Context: an optimization exercise on an open-source flow, tuned for small area. The choices shown serve that exercise and are no tape-out recipe. In this exercise RTL edits were held to simulation tests only and were not proved equivalent to the original. Power is estimated from default activity; no workload was simulated.

Setup of try-sierra:
==> flow/design.v <==
module canicas_core (
    input  wire        clk,
    input  wire        rst,           
    input  wire        init_ok,       
    input  wire        tick,          
    input  wire        rx_valid,      
    input  wire [7:0]  rx_data,
    input  wire        estop_in,      
    output reg         rx_arm,        
    output wire [3:0]  coil_h,
    output wire [3:0]  coil_vl,
    output wire [3:0]  coil_vr,
    output wire [11:0] servo_pulse
);
    localparam [8:0] SAFE_ANGLE = 9'd90;
    localparam [1:0] C_NONE = 2'd0, C_H = 2'd1, C_V = 2'd2, C_S = 2'd3;
    reg        [3:0]  idx;
    reg               cmd_ready;
    reg        [1:0]  cls;             
    reg               halted;
    reg               estop_prev;
    reg               p_num;           
    reg               p_end;           
    reg               neg;
    reg        [31:0] acc;             
    reg               val_h, val_v;    
    reg               sgn_h, sgn_v;
    reg        [31:0] nmag_h, nmag_v;
    reg        [8:0]  ang;
    wire run     = ~halted;
    wire rxv     = rx_valid & run;
    wire tck     = tick & run;
    wire estop   = estop_in & ~estop_prev & run;
    wire is_lf   = (rx_data == 8'h0A);
    wire is_cr   = (rx_data == 8'h0D);
    wire store   = rxv & ~is_lf & ~is_cr;
    wire first   = (idx == 4'd0);
    wire code_b  = store & first;
    wire arg_b   = store & ~first & ~p_end;
    wire is_ws   = (rx_data == 8'h09) | (rx_data == 8'h0B) | (rx_data == 8'h0C) |
                   (rx_data == 8'h20);    
    wire is_sign = (rx_data == 8'h2D) | (rx_data == 8'h2B);
    wire is_dig  = (rx_data[7:4] == 4'h3) & (~rx_data[3] | (rx_data[2:1] == 2'b00));
    wire [7:0] code  = rx_data & 8'hDF;
    wire [1:0] cls_n = (code == 8'h48) ? C_H :
                       (code == 8'h56) ? C_V :
                       (code == 8'h53) ? C_S : C_NONE;
    wire dig_upd = arg_b & is_dig;
    wire [35:0] x8 = {acc, 3'b000};
    wire [35:0] x2 = {3'b000, acc, 1'b0};
    wire [35:0] xd = {32'd0, rx_data[3:0]};
    wire [35:0] sum10;
    wire [36:0] cy10;
    assign cy10[0] = 1'b0;
    genvar gi;
    generate
        for (gi = 0; gi < 36; gi = gi + 1) begin : g_x10
            if (gi < 3) begin : g_lo
                assign sum10[gi]  = x2[gi] ^ xd[gi] ^ cy10[gi];
                assign cy10[gi+1] = (x2[gi] & xd[gi]) | (x2[gi] & cy10[gi]) | (xd[gi] & cy10[gi]);
            end else if (gi == 3) begin : g_3
                assign sum10[gi]  = x8[gi] ^ x2[gi] ^ (xd[gi] | cy10[gi]);
                assign cy10[gi+1] = (x8[gi] & x2[gi]) | ((x8[gi] | x2[gi]) & (xd[gi] | cy10[gi]));
            end else begin : g_2
                assign sum10[gi]  = x8[gi] ^ x2[gi] ^ cy10[gi];
                assign cy10[gi+1] = (x8[gi] & x2[gi]) | (x8[gi] & cy10[gi]) | (x2[gi] & cy10[gi]);
            end
        end
    endgenerate
    wire [31:0] acc_n = {|sum10[35:31], sum10[30:0]};
    wire [31:0] arg_mag = acc[31] ? {neg, {31{~neg}}} : acc;
    wire        big     = (|acc[31:9]) | (acc[8:0] > 9'd270);
    wire [8:0]  arg_ang = (big | (neg & (|acc[8:0]))) ? 9'd270 : acc[8:0];
    wire d_h = cmd_ready & (cls == C_H);
    wire d_v = cmd_ready & (cls == C_V);
    wire d_s = cmd_ready & (cls == C_S);
    wire nz_h   = val_h & ~(&nmag_h);
    wire nz_v   = val_v & ~(&nmag_v);
    wire step_h = tck & ~estop & nz_h;
    wire step_v = tck & ~estop & nz_v;
    wire [32:0] ch, cv;
    assign ch[0] = step_h;
    assign cv[0] = step_v;
    generate
        for (gi = 0; gi < 32; gi = gi + 1) begin : g_dec
            assign ch[gi+1] = ch[gi] & nmag_h[gi];
            assign cv[gi+1] = cv[gi] & nmag_v[gi];
        end
    endgenerate
    wire [31:0] inc_h = nmag_h ^ ch[31:0];
    wire [31:0] inc_v = nmag_v ^ cv[31:0];
    function [3:0] pattern;
        input [2:0] p;
        begin
            case (p)
                3'd0: pattern = 4'b1000;
                3'd1: pattern = 4'b1100;
                3'd2: pattern = 4'b0100;
                3'd3: pattern = 4'b0110;
                3'd4: pattern = 4'b0010;
                3'd5: pattern = 4'b0011;
                3'd6: pattern = 4'b0001;
                default: pattern = 4'b1001;
            endcase
        end
    endfunction
    reg [2:0] ph_h, ph_v;
    reg       mv_h, mv_v;
    assign coil_h  = mv_h ? pattern(ph_h) : 4'b0000;
    assign coil_vl = mv_v ? pattern(ph_v) : 4'b0000;
    assign coil_vr = {coil_vl[3], coil_vl[0], coil_vl[1], coil_vl[2]};
    wire [15:0] servo_ta =
        ({16{ang[8:4] == 5'd0}} & 16'd8000) |
        ({16{ang[8:4] == 5'd1}} & 16'd9898) |
        ({16{ang[8:4] == 5'd2}} & 16'd11792) |
        ({16{ang[8:4] == 5'd3}} & 16'd13691) |
        ({16{ang[8:4] == 5'd4}} & 16'd15584) |
        ({16{ang[8:4] == 5'd5}} & 16'd17484) |
        ({16{ang[8:4] == 5'd6}} & 16'd19377) |
        ({16{ang[8:4] == 5'd7}} & 16'd21276) |
        ({16{ang[8:4] == 5'd8}} & 16'd23170) |
        ({16{ang[8:4] == 5'd9}} & 16'd25068) |
        ({16{ang[8:4] == 5'd10}} & 16'd26963) |
        ({16{ang[8:4] == 5'd11}} & 16'd28861) |
        ({16{ang[8:4] == 5'd12}} & 16'd30755) |
        ({16{ang[8:4] == 5'd13}} & 16'd32654) |
        ({16{ang[8:4] == 5'd14}} & 16'd34547) |
        ({16{ang[8:4] == 5'd15}} & 16'd36447) |
        ({16{ang[8:4] == 5'd16}} & 16'd38340);
    wire [15:0] servo_tb =
        ({16{ang[3:0] == 4'd0}} & 16'd0) |
        ({16{ang[3:0] == 4'd1}} & 16'd116) |
        ({16{ang[3:0] == 4'd2}} & 16'd237) |
        ({16{ang[3:0] == 4'd3}} & 16'd353) |
        ({16{ang[3:0] == 4'd4}} & 16'd470) |
        ({16{ang[3:0] == 4'd5}} & 16'd592) |
        ({16{ang[3:0] == 4'd6}} & 16'd709) |
        ({16{ang[3:0] == 4'd7}} & 16'd830) |
        ({16{ang[3:0] == 4'd8}} & 16'd946) |
        ({16{ang[3:0] == 4'd9}} & 16'd1062) |
        ({16{ang[3:0] == 4'd10}} & 16'd1184) |
        ({16{ang[3:0] == 4'd11}} & 16'd1302) |
        ({16{ang[3:0] == 4'd12}} & 16'd1423) |
        ({16{ang[3:0] == 4'd13}} & 16'd1539) |
        ({16{ang[3:0] == 4'd14}} & 16'd1660) |
        ({16{ang[3:0] == 4'd15}} & 16'd1776);
    wire [15:0] sv_sum;
    wire [16:0]   sv_cy;
    assign sv_cy[0] = 1'b0;
    generate
        for (gi = 0; gi < 16; gi = gi + 1) begin : g_sv
            assign sv_sum[gi]  = servo_ta[gi] ^ servo_tb[gi] ^ sv_cy[gi];
            assign sv_cy[gi+1] = (servo_ta[gi] & servo_tb[gi]) | (servo_ta[gi] & sv_cy[gi]) |
                                 (servo_tb[gi] & sv_cy[gi]);
        end
    endgenerate
    assign servo_pulse = sv_sum[15:4];
    always @(posedge clk) begin
        if (rst) begin
            halted     <= ~init_ok;
            estop_prev <= estop_in;
            idx        <= 4'd0;
            cmd_ready  <= 1'b0;
            rx_arm     <= 1'b0;
            val_h      <= 1'b0;
            val_v      <= 1'b0;
            mv_h       <= 1'b0;
            mv_v       <= 1'b0;
            ph_h       <= 3'd0;
            ph_v       <= 3'd0;
            ang        <= SAFE_ANGLE;
        end else begin
            estop_prev <= estop_in;
            rx_arm     <= rxv;
            if (estop) begin
                val_h <= 1'b0;
                val_v <= 1'b0;
                ang   <= SAFE_ANGLE;
            end
            if (step_h) begin
                mv_h <= 1'b1;
                ph_h <= sgn_h ? ph_h - 3'd1 : ph_h + 3'd1;
            end
            if (step_v) begin
                mv_v <= 1'b1;
                ph_v <= sgn_v ? ph_v - 3'd1 : ph_v + 3'd1;
            end
            if (d_h) begin val_h <= 1'b1; sgn_h <= neg; end
            if (d_v) begin val_v <= 1'b1; sgn_v <= neg; end
            if (d_s) ang <= arg_ang;
            cmd_ready <= rxv & is_lf & ~first & (cls != C_NONE);
            if (rxv & is_lf)
                idx <= 4'd0;
            else if (store)
                idx <= idx + 4'd1;
            if (code_b) begin
                cls   <= cls_n;
                p_num <= 1'b0;
                p_end <= 1'b0;
                neg   <= 1'b0;
            end
            if (arg_b) begin
                if (is_dig) begin
                    p_num <= 1'b1;
                end else if (~p_num & is_sign) begin
                    neg   <= rx_data[1] == 1'b0;     
                    p_num <= 1'b1;
                end else if (p_num | ~is_ws) begin
                    p_end <= 1'b1;
                end
            end
        end
    end
    always @(posedge clk) begin
        if (d_h) nmag_h <= ~arg_mag; else nmag_h <= inc_h;
        if (d_v) nmag_v <= ~arg_mag; else nmag_v <= inc_v;
        if (code_b)
            acc <= 32'd0;
        else if (dig_upd)
            acc <= acc_n;
    end
endmodule
export LEC_CHECK = 0
export CAP_MARGIN = 20
export CORE_MARGIN = 2
export CORE_UTILIZATION = 65
export GPL_TIMING_DRIVEN = 0
export SLEW_MARGIN = 20
create_clock -name core_clock -period 120.0 [get_ports {clk}]
standard.sh (not shown) runs the stock make flow with config.mk's settings and CLKGATE_MAP_FILE= SYNTH_SCRIPT=/design/flow/synth_recipe.tcl, a recipe that flattens the netlist after the stock synthesis.
==> flow/flow/run.sh <==
#!/bin/bash
# Standard synthesis; its combinational logic remapped for area by Yosys/ABC
# (registers and full adders untouched); then the standard layout with synthesis buffers
# removed, small cells for the port buffers and the clock tree (no dummy clock
# loads).  Each step's output goes to its own log in this folder.
set -euo pipefail
W=$(pwd)
bash standard.sh synth > std_synth.log 2>&1
R=$W/orfs/results/$FLOW_PLATFORM/canicas_core/base
LIB=$FLOW_HOME/platforms/$FLOW_PLATFORM/lib/sky130_fd_sc_hd__tt_025C_1v80.lib
DU=$(make -s -C "$FLOW_HOME" DESIGN_CONFIG="$W/config.mk" WORK_HOME="$W/orfs" print-DONT_USE_CELLS 2> print_vars.log | sed -n 's/^DONT_USE_CELLS: //p')
python3 flow/strip_lib.py "$LIB" allowed.lib "$DU" > strip_lib.log 2>&1
cp "$R/1_2_yosys.v" std_netlist.v
"${YOSYS_EXE:-$FLOW_HOME/../tools/install/yosys/bin/yosys}" -q -l resynth.log -s flow/resynth.ys > resynth.out 2>&1
cp resynth.v "$R/1_2_yosys.v"
rm -f "$R/1_synth.odb" "$R/1_synth.sdc"
export REMOVE_ABC_BUFFERS=1
export BUFFER_PORTS_ARGS="-buffer_cell sky130_fd_sc_hd__buf_1"
export CTS_ARGS="-sink_clustering_enable -repair_clock_nets -dont_use_dummy_load -buf_list sky130_fd_sc_hd__buf_4 -root_buf sky130_fd_sc_hd__buf_4 -sink_clustering_size 12"
bash standard.sh finish > std_layout.log 2>&1
==> flow/flow/resynth.abc <==
strash
&get -n
&deepsyn -T 60
&dch -f
&nf -a -R 1000
&put
topo
==> flow/flow/resynth.ys <==
# Remap the standard synthesis's combinational logic for area; the registers
# (and their instance names and cell types) are kept as they are.
read_liberty -ignore_miss_func allowed.lib
read_verilog std_netlist.v
hierarchy -top canicas_core
setattr -mod -set keep_hierarchy 1 sky130_fd_sc_hd__dfxtp_1 sky130_fd_sc_hd__edfxtp_1 sky130_fd_sc_hd__conb_1 sky130_fd_sc_hd__fa_1 sky130_fd_sc_hd__fa_2
flatten
delete t:$scopeinfo
techmap
opt -fast
abc -liberty allowed.lib -script flow/resynth.abc canicas_core
opt_clean -purge
setundef -zero
hilomap -singleton -hicell sky130_fd_sc_hd__conb_1 HI -locell sky130_fd_sc_hd__conb_1 LO
splitnets
opt_clean -purge
insbuf -buf sky130_fd_sc_hd__buf_1 A X
rename -hide w:*
select -module canicas_core
tee -o resynth_stat.txt stat -liberty allowed.lib
write_verilog -noattr -noexpr -nohex -nodec -selected resynth.v
Other scripts of this flow, unchanged in this note and not shown: flow/flow/strip_lib.py
Input-level comparison between try-yarrow and try-sierra:
# try-sierra
export LEC_CHECK = 0
export CAP_MARGIN = 20
export CORE_MARGIN = 2
export CORE_UTILIZATION = 65
export GPL_TIMING_DRIVEN = 0
export SLEW_MARGIN = 20
create_clock -name core_clock -period 120.0 [get_ports {clk}]
# try-yarrow
export LEC_CHECK = 0
export CAP_MARGIN = 20
export CORE_MARGIN = 2
export CORE_UTILIZATION = 65
export SLEW_MARGIN = 20
create_clock -name core_clock -period 120.0 [get_ports {clk}]
==> flow/flow/resynth.abc <==
strash
&get -n
&st
&dc2
&dch -f
&nf -a -R 1000
&st
&dc2
&dch -f
&nf -a -R 1000
&st
&dc2
&dch -f
&nf -a -R 1000
&st
&dch -f
&nf -a -R 1000
&put
topo
diff --git a/flow/flow/resynth.ys b/flow/flow/resynth.ys
--- a/flow/flow/resynth.ys
+++ b/flow/flow/resynth.ys
@@ -11 +11 @@
-abc -liberty allowed.lib -script flow/resynth.abc canicas_core
+abc -liberty allowed.lib -script flow/resynth.abc
Findings:
- try-yarrow and try-sierra ended up with roughly the same global-route usage.
- Between try-sierra and try-yarrow, amount of wire on met2 after detailed routing is lower for try-sierra, try-yarrow comes in above that.
- Cell area | try-yarrow vs try-sierra | try-yarrow larger
- [compare] base=try-sierra new=try-yarrow: average wire length per cell after detail routing moved down; growth of design area from synthesis to finish level; die span in x moved up; required time of the worst setup path moved up.
- Summary of the comparison: summed instance area of the synthesized netlist is higher in try-yarrow, relative to try-sierra.
- Clock power share (higher): try-yarrow
- Of the two candidates, try-sierra has the worse total chip power and try-yarrow the better one.
- Area occupied by multi-input gates (try-sierra / try-yarrow): 0.919
Inputs modified between try-yarrow and try-indigo:
diff --git a/flow/flow/run.sh b/flow/flow/run.sh
--- a/flow/flow/run.sh
+++ b/flow/flow/run.sh
@@ -3 +3 @@
-# (registers and full adders untouched); then the standard layout with synthesis buffers
+# (registers untouched); then the standard layout with synthesis buffers
@@ -19 +19 @@
-export CTS_ARGS="-sink_clustering_enable -repair_clock_nets -dont_use_dummy_load -buf_list sky130_fd_sc_hd__buf_4 -root_buf sky130_fd_sc_hd__buf_4 -sink_clustering_size 12"
+export CTS_ARGS="-sink_clustering_enable -repair_clock_nets -dont_use_dummy_load -buf_list sky130_fd_sc_hd__clkbuf_4 -root_buf sky130_fd_sc_hd__clkbuf_4 -sink_clustering_size 12"
diff --git a/flow/flow/resynth.ys b/flow/flow/resynth.ys
--- a/flow/flow/resynth.ys
+++ b/flow/flow/resynth.ys
@@ -6 +6 @@
-setattr -mod -set keep_hierarchy 1 sky130_fd_sc_hd__dfxtp_1 sky130_fd_sc_hd__edfxtp_1 sky130_fd_sc_hd__conb_1 sky130_fd_sc_hd__fa_1 sky130_fd_sc_hd__fa_2
+setattr -mod -set keep_hierarchy 1 sky130_fd_sc_hd__dfxtp_1 sky130_fd_sc_hd__edfxtp_1 sky130_fd_sc_hd__conb_1
--- outcome ---
- try-indigo | stages: all done | timing, DRC, antenna: all pass
- Sum of negative setup slack: try-yarrow vs try-indigo identical
- Diff try-yarrow -> try-indigo: multi-input combinational cell count shows an increase of about 12%; required time at the endpoint of the critical path shows an increase of 110 ps.
- The data arrival time of the critical path number comes out lower for try-indigo vs try-yarrow.
- Routed length on met2 for try-indigo is higher than for try-yarrow.
- Relative to try-yarrow, the combinational share of power of try-indigo is higher by 2.6 points.
- Relative to try-yarrow, non-clock buffer instance count of the final layout has increased by 1 in try-indigo.
- Total leakage power shrinks by a few percent when moving from try-yarrow to try-indigo.
- Synthesized area ends up lower on try-yarrow.
Input-level comparison between try-quartz and try-indigo:
diff --git a/flow/flow/run.sh b/flow/flow/run.sh
--- a/flow/flow/run.sh
+++ b/flow/flow/run.sh
@@ -3 +3 @@
-# (registers untouched); then the standard layout with synthesis buffers
+# (registers and full adders untouched); then the standard layout with synthesis buffers
@@ -19 +19 @@
-export CTS_ARGS="-sink_clustering_enable -repair_clock_nets -dont_use_dummy_load -buf_list sky130_fd_sc_hd__clkbuf_4 -root_buf sky130_fd_sc_hd__clkbuf_4 -sink_clustering_size 12"
+export CTS_ARGS="-sink_clustering_enable -repair_clock_nets -dont_use_dummy_load -buf_list sky130_fd_sc_hd__buf_4 -root_buf sky130_fd_sc_hd__buf_4 -sink_clustering_size 12"
==> flow/flow/resynth.abc <==
strash
&get -n
&deepsyn -T 60
&dch -f
&nf -a -R 1000
&put
topo
diff --git a/flow/flow/resynth.ys b/flow/flow/resynth.ys
--- a/flow/flow/resynth.ys
+++ b/flow/flow/resynth.ys
@@ -6 +6 @@
-setattr -mod -set keep_hierarchy 1 sky130_fd_sc_hd__dfxtp_1 sky130_fd_sc_hd__edfxtp_1 sky130_fd_sc_hd__conb_1
+setattr -mod -set keep_hierarchy 1 sky130_fd_sc_hd__dfxtp_1 sky130_fd_sc_hd__edfxtp_1 sky130_fd_sc_hd__conb_1 sky130_fd_sc_hd__fa_1 sky130_fd_sc_hd__fa_2
@@ -11 +11 @@
-abc -liberty allowed.lib -script flow/resynth.abc
+abc -liberty allowed.lib -script flow/resynth.abc canicas_core
Notes after the runs:
try-quartz against try-indigo: area used by multi-input combinational logic -about 10%; layout cell share with drive strength beyond 1 rose 0.54 points.
Non-clock buffer count (higher): try-indigo
try-quartz vs try-indigo — final period utilization rose 4.5 points.
The cell area after layout in try-quartz is 0.938 times that in try-indigo.
Area of the die, try-quartz and try-indigo: smaller value in try-quartz
For first-pass GRT wire length, dividing the value from try-indigo by the value from try-quartz gives 1.08.

-- separate check: timing with driven ports --
In the flow no input, the clock included, has a driving cell. The finished layouts below were timed again as built, in two steps. Step 1: set_driving_cell puts a clkbuf_16 on clk and a buf_2 on each other input, an assumption about the parent block. Step 2 moves the port delays by t, midway between the first and last clock arrival at a register: inputs arrive t later, outputs are due t later. That takes back most of the time a late clock gives input paths. a / b / c = ideal ports / drivers / drivers and shift; a / b = the first two.
run | t (ns) | slack for setup (ns) | worst setup path after step 2 | worst slew at a driven data input, ns | pins driven straight from the clock port
try-sierra | 0.480 | 82.825 / 82.840 / 82.360 | input to register | 0.03 | 1
try-yarrow | 0.496 | 82.766 / 82.781 / 82.285 | input to register | 0.03 | 1
try-indigo | 0.568 | 88.207 / 88.219 / 87.651 | input to register | 0.03 | 1
try-quartz | 0.491 | 82.771 / 82.783 / 82.292 | input to register | 0.03 | 1
After both steps setup and hold are still met in every run listed. For try-indigo, which loses most, drivers alone change the setup slack by +0.012 ns; drivers and shift together by -0.556 ns.
